This design comes from an exercise in tuning for a short achievable clock period and few clock cycles per item on the open sky130 flow, not from production work.
The RTL was checked by simulation tests, not by an equivalence proof against the original design.
No activity file was given, so power comes from the tool's default toggle rates.

## willow
Design ap2_core, start of the top module:
module ap2_core (
    input  wire        clk,
    input  wire        rst,           
    input  wire        start,         
    input  wire [16:0] image_end,     
    output wire        mem_req,
    output wire        mem_we,
    output wire [15:0] mem_addr,
    output wire [15:0] mem_wdata,
    input  wire [15:0] mem_rdata,
    input  wire        mem_ready,
    output wire        done,          
    output wire [1:0]  stop_reason,   
    output wire [15:0] r0,
    output wire [15:0] r1,
    output wire [15:0] r2,
    output wire [15:0] r3,
    output wire [15:0] r4,
    output wire [15:0] r5,
    output wire [15:0] r6,
    output wire [15:0] r7,
    output wire [15:0] pc_out,
    output wire [15:0] sp_out,
    output wire        flag_c,
    output wire        flag_ov,
    output wire        flag_z,
    output wire        flag_s
);
Settings: LEC_CHECK=0, CAP_MARGIN=30, CORE_MARGIN=2, CORE_UTILIZATION=40, SLEW_MARGIN=20; clock period 10.0 ns.
standard.sh (not shown) runs the stock make flow with config.mk's settings and CLKGATE_MAP_FILE= SYNTH_SCRIPT=/design/flow/synth_recipe.tcl, a recipe that flattens the netlist after the stock synthesis.
==> flow/flow/run.sh <==
#!/bin/bash
set -euo pipefail
bash standard.sh SETUP_SLACK_MARGIN=7.5 finish > orfs_make.log 2>&1
Testbench counts of willow, summed over its fixed seeds: cycles 62,666, instrs 48,662.
Setup changes, willow to quartz
diff --git a/flow/design.v b/flow/design.v
--- a/flow/design.v
+++ b/flow/design.v
@@ -618,63 +618,56 @@
             e_rd    <= is_pop ? {1'b0, ir[9:8]} : fd;
             e_jpend <= pd_jmp & !d_jres;
         end
         ms    <= ms_n;
         mc    <= mc_n;
         mt    <= mt_n;
         w_rd  <= e_rd;
         w_c   <= co;
         w_a15 <= A[15];
         w_b15 <= B[15];
     end
-    wire [8:0] sdep_n = start_q ? 9'b000000001
-                      : (d_fire & psh_do) ? {sdep[7:0], 1'b0}
-                      : (d_fire & pop_do) ? {1'b0, sdep[8:1]}
-                      : sdep;
-    reg [15:0] sp_n, sp_p2_n;
-    integer d;
-    always @(*) begin
-        sp_n    = 16'h0000;
-        sp_p2_n = 16'h0000;
-        for (d = 0; d < 9; d = d + 1) begin
-            sp_n    = sp_n    | ({16{sdep_n[d]}} & (STACK_START - 2 * d));
-            sp_p2_n = sp_p2_n | ({16{sdep_n[d]}} & (STACK_START + 2 - 2 * d));
-        end
-    end
-    always @(posedge clk) begin
-        sdep  <= sdep_n;
-        sp    <= sp_n;
-        sp_p2 <= sp_p2_n;
-    end
     wire        e_wr  = e_valid & e_wreg;
     integer i;
     always @(posedge clk) begin
         if (start_q) begin
             for (i = 0; i < 8; i = i + 1)
                 x[i] <= 16'h0000;
+            sp  <= STACK_START;
+            sp_p2 <= STACK_START + 16'd2;
+            sdep <= 9'b000000001;
             fc  <= 1'b0;
             fov <= 1'b0;
             fz  <= 1'b0;
             fs  <= 1'b0;
             scv <= 8'h00;
         end else begin
             for (i = 0; i < 8; i = i + 1) begin
                 if (e_wr && !e_ld && sel_add && (e_rd == i))
                     x[i] <= sum;
                 else if (e_wr && !e_ld && (e_rd == i))
                     x[i] <= r_log;
                 else if (e_wr && (e_rd == i))
                     x[i] <= mem_rdata;
                 else if (w_valid && (w_rd == i))
                     x[i] <= wr;
             end
+            if (d_fire & psh_do) begin
+                sp    <= sp - 16'd2;
+                sp_p2 <= sp;
+                sdep  <= {sdep[7:0], 1'b0};
+            end else if (d_fire & pop_do) begin
+                sp    <= sp + 16'd2;
+                sp_p2 <= sp_p2 + 16'd2;
+                sdep  <= {1'b0, sdep[8:1]};
+            end
             if (e_alu & e_wzs) begin
                 fz <= res_z;
                 fs <= res_s;
             end else if (w_valid) begin
                 fz <= w_z;
                 fs <= wr[15];
             end
             if (e_alu & e_wc)
                 fc <= res_c;
             else if (w_valid)
                 fc <= w_c;
## What came out
Compared with willow, in quartz post-place setup slack moved down; non-clock buffer count now sits lower; maximum number of pins on one net before global-route repair rose 14%.
[quartz vs willow] fraction of area in registers: higher in quartz
Diff willow -> quartz | cell count along the critical path | increase of 15
Re design area: willow was lower than quartz.
Looking at share of total power in combinational logic, quartz sits 2.5 points higher than willow does.
Summary: with willow as the reference, ratio of routed vias to standard cells in quartz moved down slightly.
Number of antenna violations at the first check in global routing in quartz vs willow: up 2
The compound-gate portion of the synthesized area of quartz is higher than that of willow.
Testbench counts of quartz, summed over its fixed seeds: cycles 62,666, instrs 48,662.

==> re-timing with driven ports <==
The results above use ideal ports. As a check the final layouts listed here were re-extracted and re-timed, cells and wires unchanged.
Step 1 (the two cells are an assumption about what drives the block):
set clk [get_ports {clk}]
set_driving_cell -lib_cell sky130_fd_sc_hd__clkbuf_16 $clk
set_driving_cell -lib_cell sky130_fd_sc_hd__buf_2 [delete_from_list [all_inputs] $clk]
Step 2 adds t to the input delays and takes it off the output delays; t is the mean of the earliest and latest rising clock arrival at the registers after step 1. Input paths then give back, and output paths get back, about the clock's delay inside the block.
a / b / c = ideal / step 1 / step 2; a / b = the first two.
run | t (ns) | setup WS [ns] | hold WS [ns] | slew at the worst register clock pin (ns) | cell pins on the clock port's net
willow | 0.712 | 6.675 / 6.601 / 6.323 | 0.473 / 0.473 / 0.473 | 0.08 / 0.08 | 1
quartz | 0.692 | 6.235 / 6.235 / 6.211 | 0.455 / 0.455 / 0.455 | 0.07 / 0.07 | 1
After both steps every run listed still meets setup and hold. The setup slack of willow, which loses most, moves by -0.074 ns with the drivers and by -0.352 ns with both steps.
